Background: an optimization exercise with open tools, aiming at small area. Do not read the settings as production practice. In this exercise RTL edits were held to simulation tests only and were not proved equivalent to the original. Power is estimated from default activity; no workload was simulated.

red:
==> flow/design.v (excerpt) <==
module kisc_fb_framer (
    input  wire         clk,
    input  wire         rst,
    input  wire [15:0]  stall_limit,    
    input  wire         in_valid,
    input  wire [7:0]   in_byte,
    output reg          in_ready,
    output reg          out_valid,
    output wire [455:0] out_frame,
    output reg          err_valid,
    output reg  [2:0]   err_kind,
    output reg          err_corrupt,
    output reg          err_link_reset,
    output wire [2:0]   state
);
Size in the first run: about 770 cells after synthesis, ~490 flip-flops, about 16000 um2 of cells after synthesis.
clock: 10.0 ns
lec_check: 0
cap_margin: 20
core_margin: 2
core_utilization: 75
slew_margin: 20
standard.sh (not shown) runs the stock make flow with config.mk's settings and CLKGATE_MAP_FILE= SYNTH_SCRIPT=/design/flow/synth_recipe.tcl, a recipe that flattens the netlist after the stock synthesis.
==> flow/flow/run.sh <==
#!/bin/bash
# The standard layout with three changes:
#  - synthesis is the standard synthesis except that ABC maps the
#    combinational logic for area (flow/my_synth.tcl, flow/area.abc); the
#    registers are exactly the standard synthesis's;
#  - the port buffers use the smallest buffer cell (every input and output
#    port still gets its own buffer);
#  - clock tree synthesis uses clkbuf_4 leaf buffers with sink clusters of
#    at most 10 flip-flops within 35 um, and no dummy loads, instead of
#    clkbuf_16 everywhere.
set -euo pipefail
bash standard.sh \
  SYNTH_SCRIPT="$PWD/flow/my_synth.tcl" \
  AREA_ABC_SCRIPT="$PWD/flow/area.abc" \
  BUFFER_PORTS_ARGS="-buffer_cell sky130_fd_sc_hd__buf_1" \
  CTS_ARGS="-sink_clustering_enable -repair_clock_nets -dont_use_dummy_load -buf_list sky130_fd_sc_hd__clkbuf_4 -sink_clustering_size 10 -sink_clustering_max_diameter 35" \
  finish > flow_make.log 2>&1
==> flow/flow/area.abc <==
&get -n
&st
&deepsyn -T 30
&dch
&nf -R 1000
&put
==> flow/flow/my_synth.tcl <==
# The standard synthesis (synth_recipe.tcl) with one change: ABC maps the
# combinational logic with flow/area.abc instead of ORFS's speed script.
# Everything before and after ABC, and so every register, is unchanged.
proc synth {args} { yosys synth -nofsm -noshare {*}$args }
set f [open $::env(SCRIPTS_DIR)/synth.tcl]
set body [read $f]
close $f
set old {log_cmd abc {*}$abc_args}
if {[string first $old $body] < 0} { error "my_synth.tcl: the abc call was not found in synth.tcl" }
set body [string map [list $old {log_cmd abc {*}[lreplace $abc_args 1 1 $::env(AREA_ABC_SCRIPT)]}] $body]
eval $body
# left out here: clear keep_hierarchy, flatten, clean up, hide names made inside functions, write 1_2_yosys.v
diff inputs: red => blue
# red
export LEC_CHECK = 0
export CAP_MARGIN = 20
export CORE_MARGIN = 2
export CORE_UTILIZATION = 75
export SLEW_MARGIN = 20
create_clock -name core_clock -period 10.0 [get_ports {clk}]
# blue
export LEC_CHECK = 0
export CAP_MARGIN = 20
export CORE_MARGIN = 2
export CORE_UTILIZATION = 70
export SLEW_MARGIN = 20
create_clock -name core_clock -period 10.0 [get_ports {clk}]
--- a/flow/flow/run.sh
+++ b/flow/flow/run.sh
@@ -1,6 +1,3 @@
 #!/bin/bash
-# The standard layout with three changes:
-#  - synthesis is the standard synthesis except that ABC maps the
-#    combinational logic for area (flow/my_synth.tcl, flow/area.abc); the
-#    registers are exactly the standard synthesis's;
+# The standard layout with two changes:
 #  - the port buffers use the smallest buffer cell (every input and output
@@ -12,4 +9,2 @@
 bash standard.sh \
-  SYNTH_SCRIPT="$PWD/flow/my_synth.tcl" \
-  AREA_ABC_SCRIPT="$PWD/flow/area.abc" \
   BUFFER_PORTS_ARGS="-buffer_cell sky130_fd_sc_hd__buf_1" \
removed: flow/flow/area.abc
removed: flow/flow/my_synth.tcl
==> comparison <==
- Every run (red and blue) finished clean.
- Looking at red and blue, the worst hold slack is a wash.
- Against red, blue comes in about 4.4% higher on total routed wire length on the met1 layer.
- Higher sequential share of layout area was reported by red, not blue.
- Delta (blue minus red): clock distribution area overhead in the final layout ~0 delta, wire length +about 1.2%, minimum setup slack in the final design -0.16 ns, non-clock inverter count in the final layout +3, combinational share of power +0.8 points.
- blue ended up with a lower global-route usage than red did.
- Summary of the comparison: net load switching power is higher in blue, relative to red.
- [diff] first-iteration DRC count, blue relative to red: regression
### blue -> green
==> flow/flow/run.sh <==
#!/bin/bash
# The standard layout with four changes:
#  - after the floorplan, OpenROAD's restructure re-maps the combinational
#    logic for area (flow/restructure.tcl); registers are untouched;
#  - the port buffers use the smallest buffer cell (every input and output
#    port still gets its own buffer);
#  - clock tree synthesis uses clkbuf_4 leaf buffers with sink clusters of
#    at most 10 flip-flops within 35 um, and no dummy loads, instead of
#    clkbuf_16 everywhere;
#  - after global routing, cells with timing slack are downsized
#    (RECOVER_POWER).
set -euo pipefail
KNOBS=(
  BUFFER_PORTS_ARGS="-buffer_cell sky130_fd_sc_hd__buf_1"
  CTS_ARGS="-sink_clustering_enable -repair_clock_nets -dont_use_dummy_load -buf_list sky130_fd_sc_hd__clkbuf_4 -sink_clustering_size 10 -sink_clustering_max_diameter 35"
  RECOVER_POWER=100
)
bash standard.sh "${KNOBS[@]}" floorplan > flow_floorplan.log 2>&1
mkdir -p rs_work
RES_DIR=$PWD/orfs/results/$FLOW_PLATFORM/kisc_fb_framer/base RS_WORK=$PWD/rs_work \
  openroad -no_init -exit flow/restructure.tcl > restructure.log 2>&1
bash standard.sh "${KNOBS[@]}" finish > flow_make.log 2>&1
==> flow/flow/restructure.tcl (new file) <==
# Area recovery on the floorplanned netlist: OpenROAD's restructure re-maps
# the combinational logic between the registers and ports with ABC for area.
# Registers, ports and the floorplan are left as they are.
set res $::env(RES_DIR)
set lib $::env(FLOW_HOME)/platforms/sky130hd/lib/sky130_fd_sc_hd__tt_025C_1v80.lib
read_liberty $lib
read_db $res/2_floorplan.odb
read_sdc $res/2_floorplan.sdc
source $::env(FLOW_HOME)/platforms/sky130hd/setRC.tcl
report_design_area
restructure -target area -liberty_file $lib \
  -tielo_port sky130_fd_sc_hd__conb_1/LO -tiehi_port sky130_fd_sc_hd__conb_1/HI \
  -work_dir $::env(RS_WORK) -abc_logfile $::env(RS_WORK)/abc.log
report_design_area
write_db $res/2_floorplan.odb
==> comparison <==
Layout checks on green: not met. Flow itself completed; violations: capacitance limit, slew limit.
Compared with blue, green shows a higher total design power.
Netlist area before placement delta (blue -> green): insignificant
Peak supply drop on green is behind blue.
Relative area of non-clock buffer cells in the final design delta (green -> blue): insignificant
Going from blue to green, top fanout value on the critical path now larger, clock latency reported for the late side of the worst-skew pair now larger, detailed-route wire length now smaller, global-route usage now smaller, number of max-slew violations in the final report now larger.
Modified inputs, orange compared to green
==> flow/flow/run.sh <==
#!/bin/bash
# The standard layout with three changes:
#  - the port buffers use the smallest buffer cell (every input and output
#    port still gets its own buffer);
#  - clock tree synthesis uses clkbuf_4 leaf buffers with sink clusters of
#    at most 10 flip-flops within 35 um, and no dummy loads, instead of
#    clkbuf_16 everywhere;
#  - after global routing, cells with timing slack are downsized
#    (RECOVER_POWER).
set -euo pipefail
bash standard.sh \
  BUFFER_PORTS_ARGS="-buffer_cell sky130_fd_sc_hd__buf_1" \
  CTS_ARGS="-sink_clustering_enable -repair_clock_nets -dont_use_dummy_load -buf_list sky130_fd_sc_hd__clkbuf_4 -sink_clustering_size 10 -sink_clustering_max_diameter 35" \
  RECOVER_POWER=100 \
  finish > flow_make.log 2>&1
removed: flow/flow/restructure.tcl
--- outcome ---
orange finished every stage; the final checks, however, were not passed, the failures being capacitance limit, slew limit.
orange against green: total chip power went down about 11%, wire length of the first global-routing pass went up about 8%.
Against green, the final cell area of orange is higher.
| register share of the cell area | orange vs green | 0.35 points lower |
Area fraction of clock buffers and clock inverters of green is on par with orange.
Share of layout cells above drive strength 1, green and orange: higher on orange
Against green, orange comes in 42 nW/um2 lower on power density over the cells.

* * *

Starting RTL as in the previous note.
clock: 10.0 ns
lec_check: 0
cap_margin: 20
core_margin: 2
core_utilization: 75
slew_margin: 20
==> flow/flow/run.sh <==
#!/bin/bash
# The standard layout with four changes:
#  - synthesis is the standard synthesis except that ABC maps the
#    combinational logic for area (flow/my_synth.tcl, flow/area.abc); the
#    registers are exactly the standard synthesis's;
#  - after the floorplan, OpenROAD's restructure re-maps the combinational
#    logic for area once more, without don't-use cells, cells left
#    driving nothing are removed, and tie cells that drive constant ports
#    are paired to use both outputs (flow/restructure.tcl); registers
#    untouched;
#  - the port buffers use the smallest buffer cell (every input and output
#    port still gets its own buffer);
#  - clock tree synthesis uses clkbuf_4 leaf buffers with sink clusters of
#    at most 10 flip-flops within 35 um, and no dummy loads, instead of
#    clkbuf_16 everywhere.
set -euo pipefail
KNOBS=(
  SYNTH_SCRIPT="$PWD/flow/my_synth.tcl"
  AREA_ABC_SCRIPT="$PWD/flow/area.abc"
  BUFFER_PORTS_ARGS="-buffer_cell sky130_fd_sc_hd__buf_1"
  CTS_ARGS="-sink_clustering_enable -repair_clock_nets -dont_use_dummy_load -buf_list sky130_fd_sc_hd__clkbuf_4 -sink_clustering_size 10 -sink_clustering_max_diameter 35"
)
bash standard.sh "${KNOBS[@]}" floorplan > flow_floorplan.log 2>&1
mkdir -p rs_work
# the platform's don't-use cells (sky130hd's config.mk lists probe and lpflow cells)
DONT_USE="sky130_fd_sc_hd__probe* sky130_fd_sc_hd__lpflow_*"
python3 flow/filter_lib.py "$FLOW_HOME/platforms/$FLOW_PLATFORM/lib/sky130_fd_sc_hd__tt_025C_1v80.lib" rs_work/restructure.lib "$DONT_USE" > filter_lib.log 2>&1
RES_DIR=$PWD/orfs/results/$FLOW_PLATFORM/kisc_fb_framer/base RS_WORK=$PWD/rs_work RS_LIB=$PWD/rs_work/restructure.lib DONT_USE_CELLS="$DONT_USE" \
  openroad -no_init -exit flow/restructure.tcl > restructure.log 2>&1
bash standard.sh "${KNOBS[@]}" finish > flow_make.log 2>&1
==> flow/flow/area.abc <==
&get -n
&st
&dch
&nf -R 1000
&st
&dch
&nf -R 1000
&st
&dch
&nf -R 1000
&put
==> flow/flow/restructure.tcl <==
# Area recovery on the floorplanned netlist: OpenROAD's restructure re-maps
# the combinational logic between the registers and ports with ABC for area,
# using a liberty file without the platform's don't-use cells. Then cells
# whose outputs drive nothing (tie cells restructure leaves unused) are
# removed. Registers, ports and the floorplan are left as they are.
set res $::env(RES_DIR)
set lib $::env(FLOW_HOME)/platforms/sky130hd/lib/sky130_fd_sc_hd__tt_025C_1v80.lib
read_liberty $lib
read_db $res/2_floorplan.odb
read_sdc $res/2_floorplan.sdc
source $::env(FLOW_HOME)/platforms/sky130hd/setRC.tcl
set_dont_use $::env(DONT_USE_CELLS)
report_design_area
restructure -target area -liberty_file $::env(RS_LIB) \
  -tielo_port sky130_fd_sc_hd__conb_1/LO -tiehi_port sky130_fd_sc_hd__conb_1/HI \
  -work_dir $::env(RS_WORK) -abc_logfile $::env(RS_WORK)/abc.log
report_design_area

proc remove_dead_cells {} {
  set block [ord::get_db_block]
  set removed 0
  set again 1
  while {$again} {
    set again 0
    foreach inst [$block getInsts] {
      set master [$inst getMaster]
      if {[$master isBlock] || [$inst isFixed]} { continue }
      if {[string match "*df*" [$master getName]]} { continue }
      set nout 0
      set used 0
      foreach it [$inst getITerms] {
        if {![$it isOutputSignal]} { continue }
        incr nout
        set net [$it getNet]
        if {$net eq "NULL"} { continue }
        if {[llength [$net getITerms]] > 1 || [llength [$net getBTerms]] > 0} { set used 1 }
      }
      if {$nout == 0 || $used} { continue }
      foreach it [$inst getITerms] {
        if {[$it isOutputSignal]} {
          set net [$it getNet]
          if {$net ne "NULL"} { $it disconnect; odb::dbNet_destroy $net }
        }
      }
      odb::dbInst_destroy $inst
      incr removed
      set again 1
    }
  }
  puts "removed $removed cells that drive nothing"
}
remove_dead_cells

# A tie cell (conb_1) has a HI and a LO output, and repair_tie_fanout gives
# each constant port a tie cell of its own, using one output. Pair them up:
# a cell that drives a port from HI also drives one from LO.
proc pair_tie_cells {} {
  set his {}
  set los {}
  foreach inst [[ord::get_db_block] getInsts] {
    if {[[$inst getMaster] getName] ne "sky130_fd_sc_hd__conb_1"} { continue }
    set hn [[$inst findITerm HI] getNet]
    set ln [[$inst findITerm LO] getNet]
    if {$hn ne "NULL" && $ln eq "NULL"} { lappend his $inst }
    if {$ln ne "NULL" && $hn eq "NULL"} { lappend los $inst }
  }
  set merged 0
  foreach h $his l $los {
    if {$h eq "" || $l eq ""} { break }
    set lt [$l findITerm LO]
    set net [$lt getNet]
    $lt disconnect
    odb::dbInst_destroy $l
    [$h findITerm LO] connect $net
    incr merged
  }
  puts "paired $merged tie cells"
}
pair_tie_cells
report_design_area
foreach inst [[ord::get_db_block] getInsts] {
  set m [[$inst getMaster] getName]
  foreach p $::env(DONT_USE_CELLS) {
    if {[string match $p $m]} { error "restructure used the don't-use cell $m" }
  }
}
write_db $res/2_floorplan.odb
Other scripts of this flow, unchanged in this note and not shown: flow/flow/filter_lib.py, flow/flow/my_synth.tcl
Edit:
CORE_UTILIZATION = 70   (was 75)
Outcome: The new run passed the timing, DRC and antenna checks; maximum frequency increases by 5.3%; clock power came out lower by about 1%; synthesized area stays the same; clock skew drops by 0.0081 ns; clock-buffer cell count does not change; wire length fell by 10%; worst setup slack improved by 0.27 ns; die area rose by 6.9%; first-iteration DRC count shrinks by 17%; cell count goes up by 0.38%.
Edit:
==> flow/flow/area.abc (replaced) <==
&get -n
&st
&deepsyn -T 30
&dch
&nf -R 1000
&put
CORE_UTILIZATION = 75   (was 70)
Result: Final area shrinks by about 1.1%; count of clock-buffer cells in the layout stays the same; routed wire length grows by about 14%.
Edit:
--- a/flow/flow/run.sh
+++ b/flow/flow/run.sh
@@ -14 +14 @@
-#    at most 10 flip-flops within 35 um, and no dummy loads, instead of
+#    at most 10 flip-flops within 25 um, and no dummy loads, instead of
@@ -21 +21 @@
-  CTS_ARGS="-sink_clustering_enable -repair_clock_nets -dont_use_dummy_load -buf_list sky130_fd_sc_hd__clkbuf_4 -sink_clustering_size 10 -sink_clustering_max_diameter 35"
+  CTS_ARGS="-sink_clustering_enable -repair_clock_nets -dont_use_dummy_load -buf_list sky130_fd_sc_hd__clkbuf_4 -sink_clustering_size 10 -sink_clustering_max_diameter 25"
CORE_UTILIZATION = 80   (was 75)
With this change the flow ran to the end with violations: capacitance limit, slew limit.
Sequential share of layout area went down by 0.94 points.
Power went up by a little under a tenth.
Via count went up by about a fifth.
Count of clock-buffer cells in the layout went up by 34.
Setup slack is worse by 0.95 ns.
Cell area went up slightly.
Edit:
--- a/flow/flow/run.sh
+++ b/flow/flow/run.sh
@@ -7,4 +7,2 @@
-#    logic for area once more, without don't-use cells, cells left
-#    driving nothing are removed, and tie cells that drive constant ports
-#    are paired to use both outputs (flow/restructure.tcl); registers
-#    untouched;
+#    logic for area once more, without don't-use cells, and cells left
+#    driving nothing are removed (flow/restructure.tcl); registers untouched;
@@ -14 +12 @@
-#    at most 10 flip-flops within 25 um, and no dummy loads, instead of
+#    at most 10 flip-flops within 35 um, and no dummy loads, instead of
@@ -21 +19 @@
-  CTS_ARGS="-sink_clustering_enable -repair_clock_nets -dont_use_dummy_load -buf_list sky130_fd_sc_hd__clkbuf_4 -sink_clustering_size 10 -sink_clustering_max_diameter 25"
+  CTS_ARGS="-sink_clustering_enable -repair_clock_nets -dont_use_dummy_load -buf_list sky130_fd_sc_hd__clkbuf_4 -sink_clustering_size 10 -sink_clustering_max_diameter 35"
==> flow/flow/area.abc (replaced) <==
&get -n
&st
&dch
&nf -R 1000
&put
--- a/flow/flow/restructure.tcl
+++ b/flow/flow/restructure.tcl
@@ -53,27 +52,0 @@
-
-# A tie cell (conb_1) has a HI and a LO output, and repair_tie_fanout gives
-# each constant port a tie cell of its own, using one output. Pair them up:
-# a cell that drives a port from HI also drives one from LO.
-proc pair_tie_cells {} {
-  set his {}
-  set los {}
-  foreach inst [[ord::get_db_block] getInsts] {
-    if {[[$inst getMaster] getName] ne "sky130_fd_sc_hd__conb_1"} { continue }
-    set hn [[$inst findITerm HI] getNet]
-    set ln [[$inst findITerm LO] getNet]
-    if {$hn ne "NULL" && $ln eq "NULL"} { lappend his $inst }
-    if {$ln ne "NULL" && $hn eq "NULL"} { lappend los $inst }
-  }
-  set merged 0
-  foreach h $his l $los {
-    if {$h eq "" || $l eq ""} { break }
-    set lt [$l findITerm LO]
-    set net [$lt getNet]
-    $lt disconnect
-    odb::dbInst_destroy $l
-    [$h findITerm LO] connect $net
-    incr merged
-  }
-  puts "paired $merged tie cells"
-}
-pair_tie_cells
CORE_UTILIZATION = 70   (was 80)
After rerunning:
- This time the run completed with no timing, DRC or antenna violations
- count of clock-buffer cells in the layout decreases by 32
- die area increases by 15%
- wire length decreases by 29%
- setup slack gains 1.2 ns
- sequential cell count is unchanged
- power increases by 1.1%
- synthesized area increases by 0.83%
- final area barely changes
- non-clock buffer count stays the same
Edit:
--- a/flow/flow/run.sh
+++ b/flow/flow/run.sh
@@ -7,2 +7,4 @@
-#    logic for area once more, without don't-use cells, and cells left
-#    driving nothing are removed (flow/restructure.tcl); registers untouched;
+#    logic for area once more, without don't-use cells, cells left
+#    driving nothing are removed, and tie cells that drive constant ports
+#    are paired to use both outputs (flow/restructure.tcl); registers
+#    untouched;
@@ -12 +14 @@
-#    at most 10 flip-flops within 35 um, and no dummy loads, instead of
+#    at most 11 flip-flops within 35 um, and no dummy loads, instead of
@@ -19 +21 @@
-  CTS_ARGS="-sink_clustering_enable -repair_clock_nets -dont_use_dummy_load -buf_list sky130_fd_sc_hd__clkbuf_4 -sink_clustering_size 10 -sink_clustering_max_diameter 35"
+  CTS_ARGS="-sink_clustering_enable -repair_clock_nets -dont_use_dummy_load -buf_list sky130_fd_sc_hd__clkbuf_4 -sink_clustering_size 11 -sink_clustering_max_diameter 35"
==> flow/flow/area.abc (replaced) <==
&get -n
&st
&dch
&nf -R 1000
&st
&dch
&nf -R 1000
&st
&dch
&nf -R 1000
&put
--- a/flow/flow/restructure.tcl
+++ b/flow/flow/restructure.tcl
@@ -52,0 +53,27 @@
+
+# A tie cell (conb_1) has a HI and a LO output, and repair_tie_fanout gives
+# each constant port a tie cell of its own, using one output. Pair them up:
+# a cell that drives a port from HI also drives one from LO.
+proc pair_tie_cells {} {
+  set his {}
+  set los {}
+  foreach inst [[ord::get_db_block] getInsts] {
+    if {[[$inst getMaster] getName] ne "sky130_fd_sc_hd__conb_1"} { continue }
+    set hn [[$inst findITerm HI] getNet]
+    set ln [[$inst findITerm LO] getNet]
+    if {$hn ne "NULL" && $ln eq "NULL"} { lappend his $inst }
+    if {$ln ne "NULL" && $hn eq "NULL"} { lappend los $inst }
+  }
+  set merged 0
+  foreach h $his l $los {
+    if {$h eq "" || $l eq ""} { break }
+    set lt [$l findITerm LO]
+    set net [$lt getNet]
+    $lt disconnect
+    odb::dbInst_destroy $l
+    [$h findITerm LO] connect $net
+    incr merged
+  }
+  puts "paired $merged tie cells"
+}
+pair_tie_cells
What happened:
- via count decreases by 0.68%
- synthesized area stays flat
- setup slack got worse by 0.080 ns
- sequential power decreases by 6.3%
- wire length decreases by 4.0%

re-timing with driven ports:
How much do the figures lean on ideal ports? The routed layouts below were timed once more, with nothing changed but the port constraints.
Step 1 assumes that a clkbuf_16 drives the clock port and a buf_2 every other input.
Step 2, shift: input delay + t, output delay - t, t = (earliest + latest rising clock arrival at the registers) / 2. This alone moves slack from input paths to output paths.
Three values: ideal, step 1, step 2; two values: the first two.
| run | t, ns | slack for setup (ns) | hold WS [ns] | latest minus earliest clock arrival (ns) |
|---|---|---|---|---|
| red | 0.738 | 4.797 / 4.754 / 4.833 | 0.423 / 0.423 / 0.423 | 0.061 / 0.061 |
| blue | 0.722 | 4.634 / 4.605 / 4.605 | 0.422 / 0.422 / 0.422 | 0.077 / 0.077 |
| green | 0.731 | 4.143 / 4.153 / 3.422 | 0.414 / 0.414 / 0.414 | 0.105 / 0.106 |
| orange | 0.725 | 4.226 / 4.241 / 3.516 | 0.423 / 0.423 / 0.423 | 0.074 / 0.074 |
| the first run of note 2 | 0.729 | 4.564 / 4.564 / 4.564 | 0.429 / 0.429 / 0.429 | 0.070 / 0.070 |
| the second run of note 2 | 0.717 | 4.838 / 4.807 / 4.807 | 0.426 / 0.426 / 0.426 | 0.062 / 0.061 |
| the third run of note 2 | 0.734 | 4.636 / 4.589 / 4.782 | 0.399 / 0.399 / 0.399 | 0.081 / 0.081 |
| the fourth run of note 2 | 0.744 | 3.681 / 3.681 / 3.681 | 0.408 / 0.408 / 0.408 | 0.090 / 0.090 |
| the fifth run of note 2 | 0.721 | 4.909 / 4.887 / 4.814 | 0.408 / 0.408 / 0.408 | 0.066 / 0.067 |
| the sixth run of note 2 | 0.716 | 4.829 / 4.800 / 4.800 | 0.412 / 0.412 / 0.412 | 0.084 / 0.083 |
The setup slack of green, which loses most, moves by +0.010 ns with the drivers and by -0.721 ns with both steps.
